From an optimization exercise on the open Yosys and OpenROAD flow, aimed at small area, a short achievable clock period and few clock cycles; shortcuts taken in it are not production practice. In this exercise RTL edits were held to simulation tests only and were not proved equivalent to the original. Power figures rest on the tool's default switching activity, not on a simulated workload.

Design saes_core, start of the top module:
module saes_core (
    input  wire        clk,
    input  wire        rst,      
    input  wire        req,
    input  wire        we,
    input  wire [3:0]  addr,
    input  wire [15:0] wdata,
    output wire        ack,
    output reg  [15:0] rdata
);
    localparam [3:0] A_DIN    = 4'h0;
    localparam [3:0] A_KEY1   = 4'h1;
    localparam [3:0] A_KEY2   = 4'h2;
    localparam [3:0] A_KEY3   = 4'h3;
    localparam [3:0] A_IV     = 4'h4;
    localparam [3:0] A_CMD    = 4'h5;
    localparam [3:0] A_STATUS = 4'h6;
    localparam [3:0] A_DOUT   = 4'h7;
    localparam [3:0] A_R1I    = 4'h8;
    localparam [3:0] A_CHAIN  = 4'h9;
    localparam [3:0] A_RK0    = 4'hA;
    localparam [3:0] A_RK1    = 4'hB;
    localparam [3:0] A_RK2    = 4'hC;
    localparam [3:0] OP_NOP   = 4'h0;
    localparam [3:0] OP_GMUL  = 4'h1;
    localparam [3:0] OP_SUBN  = 4'h2;
    localparam [3:0] OP_ISUBN = 4'h3;
    localparam [3:0] OP_SHROW = 4'h4;
    localparam [3:0] OP_MIXC  = 4'h5;
    localparam [3:0] OP_IMIXC = 4'h6;
    localparam [3:0] OP_KEXP  = 4'h7;
    localparam [3:0] OP_ENC   = 4'h8;
    localparam [3:0] OP_DEC   = 4'h9;
    localparam [3:0] OP_CBCI  = 4'hA;
    localparam [3:0] OP_CBCE  = 4'hB;
    localparam [3:0] OP_CBCD  = 4'hC;
    reg [15:0] din, key1, key2, key3, iv;
  ...
For scale: roughly 2,000 cells after synthesis, ~190 flip-flops, about 41 I/O pins, ~0.014 mm² of cells after synthesis.
export LEC_CHECK = 0
export CAP_MARGIN = 20
export CORE_MARGIN = 2
export CORE_UTILIZATION = 40
export SLEW_MARGIN = 20
create_clock -name core_clock -period 20.0 [get_ports {clk}]
standard.sh (not shown) runs the stock make flow with config.mk's settings and CLKGATE_MAP_FILE= SYNTH_SCRIPT=/design/flow/synth_recipe.tcl, a recipe that flattens the netlist after the stock synthesis.
==> flow/flow/run.sh <==
#!/bin/bash
# Layout flow:
#  1. the standard synthesis, with only the ABC mapping script changed
#     (flow/synth_custom.tcl, flow/abc_custom.script);
set -euo pipefail
W=$PWD
export FLOW_ABC_SCRIPT=$W/flow/abc_custom.script
sed "s#SYNTH_SCRIPT=[^ ]*#SYNTH_SCRIPT=$W/flow/synth_custom.tcl#" standard.sh > custom.sh
grep -q "SYNTH_SCRIPT=$W/flow/synth_custom.tcl" custom.sh
bash custom.sh synth > synth.log 2>&1
bash custom.sh \
  BUFFER_PORTS_ARGS="-buffer_cell sky130_fd_sc_hd__buf_2" \
  SETUP_SLACK_MARGIN=11 \
  finish > layout.log 2>&1
==> flow/flow/abc_custom.script <==
strash
dch
amap
topo
stime -c
buffer -c
upsize -c
dnsize -c
==> flow/flow/synth_custom.tcl <==
# The standard synthesis script (synth_recipe.tcl), with one change: the
# ABC technology-mapping script is replaced by flow/abc_custom.script (area
# mapping with amap, which maps XOR logic to XOR cells). Everything else,
# including the flip-flop mapping, is the standard synthesis.
proc synth {args} { yosys synth -nofsm -noshare {*}$args }
proc my_swap_abc_script {name1 name2 op} {
  global abc_args
  set i [lsearch -exact $abc_args -script]
  if {$i >= 0} { lset abc_args [expr {$i + 1}] $::env(FLOW_ABC_SCRIPT) }
}
trace add variable ::abc_args write my_swap_abc_script
source $::env(SCRIPTS_DIR)/synth.tcl
# left out here: clear keep_hierarchy, flatten, clean up, hide names made inside functions, write 1_2_yosys.v
Testbench counts at the start, summed over its fixed seeds: cycles 59,570.
==> next run, changes <==
--- a/flow/design.v
+++ b/flow/design.v
@@ -398,25 +398,24 @@
                     A_IV:   iv   <= wdata;
                     default: ;
                 endcase
             end
             pav <= 1'b1;
             if (req && !pend && !we) begin
                 if (!rd_hit) begin
                     pa  <= addr;
                     pav <= !(addr == A_RK1 || addr == A_RK2) || (addr == pa && !pav);
                 end else case (addr)
-                    A_DOUT:  pa <= (cmd_code == 8'h80) ? A_R1I :
-                                   (cmd_code[7:4] == OP_CBCE || cmd_code[7:4] == OP_CBCD) ? A_CHAIN : A_STATUS;
+                    A_DOUT:  pa <= (cmd_code == 8'h80) ? A_R1I : A_CHAIN;
                     A_R1I:   pa <= A_STATUS;
                     A_CHAIN: pa <= A_STATUS;
-                    A_STATUS: pa <= (ecode == 2'b01) ? A_CMD : A_DOUT;
+                    A_STATUS: pa <= A_DOUT;
                     A_RK0:   pa <= A_RK1;
                     A_RK1:   pa <= A_RK2;
                     default: ;
                 endcase
             end else if (acc_wr && !acc_cmd) begin
                 if (pa == A_RK0 || pa == A_RK1 || pa == A_RK2) begin
                     pa  <= A_DOUT;
                     pav <= 1'b1;
                 end
             end else if (acc_cmd) begin
After rerunning: The new run finished with timing, DRC and antenna clean. Die area falls by 0.40%. Fmax falls by 1.3%. Count of clock-buffer cells in the layout does not change. Register-to-register slack gets better by 110 ps. Critical path depth does not change. Worst setup slack gets worse by 120 ps. Cell count rises by 0.87%. Core utilization rises by 0.97 points. Total power falls by 8.4%. Wire length rises by 1.5%. Via count rises by 2.1%. Design area rises by 1.8%. Worst hold slack gets worse by 3.6 ps. Sequential cell count stays the same.
Testbench counts after the change, summed over its fixed seeds: cycles 59,727.


Setup of beta:
saes_core, a different RTL version from the one above (not shown whole).
Size: ~1900 cells after synthesis, about 180 flip-flops, ~41 I/O pins, roughly 14000 sq um of cells after synthesis.
export LEC_CHECK = 0
export CAP_MARGIN = 20
export CORE_MARGIN = 2
export CORE_UTILIZATION = 40
export SLEW_MARGIN = 20
create_clock -name core_clock -period 20.0 [get_ports {clk}]
==> flow/flow/run.sh <==
#!/bin/bash
# Layout flow:
#  1. the standard synthesis, with only the ABC mapping script changed
#     (flow/synth_custom.tcl, flow/abc_custom.script);
set -euo pipefail
W=$PWD
export FLOW_ABC_SCRIPT=$W/flow/abc_custom.script
sed "s#SYNTH_SCRIPT=[^ ]*#SYNTH_SCRIPT=$W/flow/synth_custom.tcl#" standard.sh > custom.sh
grep -q "SYNTH_SCRIPT=$W/flow/synth_custom.tcl" custom.sh
bash custom.sh synth > synth.log 2>&1
bash custom.sh \
  BUFFER_PORTS_ARGS="-buffer_cell sky130_fd_sc_hd__buf_2" \
  SETUP_SLACK_MARGIN=10.5 \
  finish > layout.log 2>&1
Scripts as last shown in full above: flow/flow/abc_custom.script, flow/flow/synth_custom.tcl
Testbench counts of beta, summed over its fixed seeds: cycles 59,491.
The following lists how gamma was set up differently from beta:
--- a/flow/design.v
+++ b/flow/design.v
@@ -257,21 +257,21 @@
     reg        eany;
     reg [15:0] dout, r1i, chain, rk0;
     reg        dv, rv, kv;           
     reg        md_dec, md_cbc;       
     reg [1:0]  md_v;
     reg [1:0]  stg;                  
     reg [15:0] s;                    
     reg        pend;                 
-    reg        rkv;                  
+    reg [3:0]  pa;                   
     reg        pm;                   
-    wire rd_rk12 = !we && (addr == A_RK1 || addr == A_RK2) && !rkv;
-    wire rkx     = req && !pend && rd_rk12;
-    assign ack = req & ~pend & ~rd_rk12;
+    wire parr = (pa == A_RK1) || (pa == A_RK2);
+    wire rd_hit = (addr == pa);
+    assign ack = req & ~pend & (we | rd_hit);
     wire acc    = req & ~pend;
     wire acc_wr = acc & we;
     wire [7:0] code    = wdata[7:0];
     wire [3:0] opc     = code[7:4];
     wire [1:0] var_sel = code[3:2];
     reg legal;
     always @(*) begin
         legal = 1'b0;
@@ -287,17 +287,17 @@
             endcase
         end
     end
     wire needs_chain = (opc == OP_CBCE) || (opc == OP_CBCD);
     wire is_cipher   = (opc == OP_ENC) || (opc == OP_DEC) || needs_chain;
     wire run_ok      = legal && !(needs_chain && !cv);
     wire c_dec       = (opc == OP_DEC) || (opc == OP_CBCD);
     wire [3:0] md_opc = md_dec ? (md_cbc ? OP_CBCD : OP_DEC) : (md_cbc ? OP_CBCE : OP_ENC);
-    wire hit = (code[7:2] == {md_opc, md_v}) && ((md_v == 2'b00) || (stg == 2'd2));
+    wire hit = (code[7:2] == {md_opc, md_v}) && ((md_v == 2'b00) || (stg == 2'd2)) && !parr;
     wire acc_cmd = acc_wr && (addr == A_CMD);
     reg       mP;
     reg [1:0] ksel;                  
     always @(*) begin
         case (stg)
             2'd2: begin
                 mP   = md_dec ? (md_v == 2'b01) : (md_v == 2'b10);
                 ksel = (md_dec && md_v == 2'b01) ? 2'd0 : 2'd1;
@@ -309,17 +309,17 @@
             default: begin
                 mP   = pm ? cmd_code[4] : md_dec;
                 ksel = md_dec ? md_v : 2'd0;
             end
         endcase
     end
     reg [15:0] keyP;
     always @(*) begin
-        if (rkx)
+        if (parr)
             keyP = rk0;
         else case (ksel)
             2'd1:    keyP = key2;
             2'd2:    keyP = key3;
             default: keyP = key1;
         endcase
     end
     wire [15:0] base = ((md_v == 2'b00) || pend) ? din : wdata;
@@ -363,30 +363,51 @@
             dv       <= 1'b0;
             rv       <= 1'b0;
             kv       <= 1'b0;
             md_dec   <= 1'b0;
             md_cbc   <= 1'b1;
             md_v     <= 2'b00;
             stg      <= 2'd1;
             pend     <= 1'b0;
-            rkv      <= 1'b0;
+            pa       <= A_DOUT;
             pm       <= 1'b0;
         end else begin
             if (acc_wr) begin
                 case (addr)
                     A_DIN:  din  <= wdata;
                     A_KEY1: key1 <= wdata;
                     A_KEY2: key2 <= wdata;
                     A_KEY3: key3 <= wdata;
                     A_IV:   iv   <= wdata;
                     default: ;
                 endcase
             end
-            rkv <= rkx;
+            if (req && !pend && !we) begin
+                if (!rd_hit)
+                    pa <= addr;
+                else case (addr)
+                    A_DOUT:  pa <= (cmd_code == 8'h80) ? A_R1I : A_CHAIN;
+                    A_R1I:   pa <= A_STATUS;
+                    A_CHAIN: pa <= A_STATUS;
+                    A_STATUS: pa <= A_DOUT;
+                    A_RK0:   pa <= A_RK1;
+                    A_RK1:   pa <= A_RK2;
+                    default: ;
+                endcase
+            end else if (acc_cmd) begin
+                if (!run_ok)
+                    pa <= A_STATUS;
+                else if (is_prim || is_sub || is_cipher)
+                    pa <= A_DOUT;
+                else if (opc == OP_KEXP)
+                    pa <= A_RK0;
+                else
+                    pa <= A_STATUS;
+            end
             if (acc_cmd) begin
                 cmd_code <= code;
                 if (!legal) begin
                     ecode <= 2'b01;
                     eany  <= 1'b1;
                 end else if (needs_chain && !cv) begin
                     ecode <= 2'b10;
                     eany  <= 1'b1;
@@ -428,29 +449,25 @@
                     pend <= 1'b0;
                     stg  <= 2'd1;
                 end else begin
                     stg  <= stg + 2'd1;
                 end
             end else if (acc_wr) begin
                 if (step)
                     stg <= 2'd3;
-                else if (addr == A_DIN && md_v != 2'b00 && stg == 2'd1)
+                else if (addr == A_DIN && md_v != 2'b00 && stg == 2'd1 && !parr)
                     stg <= 2'd2;
                 else
                     stg <= 2'd1;
-            end else if (rkx) begin
-                stg <= 2'd1;
             end
         end
     end
     always @(posedge clk) begin
-        if (rkx)
-            s <= addr[2] ? rk2x : rk1x;
-        else if (stg == 2'd1 || step)
+        if (stg == 2'd1 || step)
             s <= yP;
         if (commit) begin
             dout <= yP ^ ((md_dec && md_cbc) ? chain : 16'h0000);
             if (md_cbc)
                 chain <= md_dec ? din : yP;
             if (!md_dec && !md_cbc && md_v == 2'b00)
                 r1i <= midP;
         end else if (pend && pm) begin
@@ -461,26 +478,26 @@
         if (acc_cmd && run_ok) begin
             if (opc == OP_KEXP)
                 rk0 <= key1;
             if (opc == OP_CBCI)
                 chain <= iv;
         end
     end
     always @(*) begin
-        case (addr)
+        case (pa)
             A_DIN:    rdata = din;
             A_KEY1:   rdata = key1;
             A_KEY2:   rdata = key2;
             A_KEY3:   rdata = key3;
             A_IV:     rdata = iv;
             A_CMD:    rdata = {8'h00, cmd_code};
             A_STATUS: rdata = {12'h000, eany, ecode, cv};
             A_DOUT:   rdata = dv ? dout : 16'h0000;
             A_R1I:    rdata = rv ? r1i : 16'h0000;
             A_CHAIN:  rdata = cv ? chain : 16'h0000;
             A_RK0:    rdata = kv ? rk0 : 16'h0000;
-            A_RK1:    rdata = kv ? s : 16'h0000;
-            A_RK2:    rdata = kv ? s : 16'h0000;
+            A_RK1:    rdata = kv ? rk1x : 16'h0000;
+            A_RK2:    rdata = kv ? rk2x : 16'h0000;
             default:  rdata = 16'h0000;
         endcase
     end
 endmodule
==> comparison <==
- [compare] base=beta new=gamma: total wire length now sits lower, setup slack now sits higher, number of sequential cells now sits higher.
- Against beta as the reference, gamma delivers a lower combinational group share of total power.
- Taking beta as the reference point, the ratio of cells with drive above 1 in the final layout of gamma falls by 16 points.
- Comparing period utilization for gamma and beta, the bigger number came from beta.
- The higher critical path arrival of gamma and beta is in beta.
- Per the comparison of gamma with beta, largest fanout on the critical path rose 2, synthesized cell count grew by 0.54%, worst hold-check slack increased by 0.039 ns relative to the old numbers.
- ~same average footprint of a synthesized cell in gamma and beta
Testbench counts of gamma, summed over its fixed seeds: cycles 59,713.

separate check: timing with driven ports:
The flow's constraints put no driver on any port. The routed layouts listed below were extracted and timed again, unchanged, in two steps.
Step 1 sets driving cells, clkbuf_16 on the clock port and buf_2 on the other inputs (assumed; they add their load-dependent delay and slew).
Step 2, shift: input delay + t, output delay - t, t = (earliest + latest rising clock arrival at the registers) / 2. This alone moves slack from input paths to output paths.
Slacks: ideal / step 1 / step 2; pairs: ideal / step 1.
| run | shift t [ns] | setup WS [ns] | pins driven straight from the clock port |
|---|---|---|---|
| the first run of note 1 | 0.520 | 11.048 / 11.009 / 11.009 | 1 |
| the second run of note 1 | 0.500 | 10.926 / 10.880 / 10.507 | 1 |
| beta | 0.495 | 8.336 / 8.198 / 7.703 | 1 |
| gamma | 0.516 | 10.282 / 10.233 / 10.328 | 1 |
After both steps every run listed still meets setup and hold. The setup slack of beta, which loses most, moves by -0.138 ns with the drivers and by -0.633 ns with both steps.
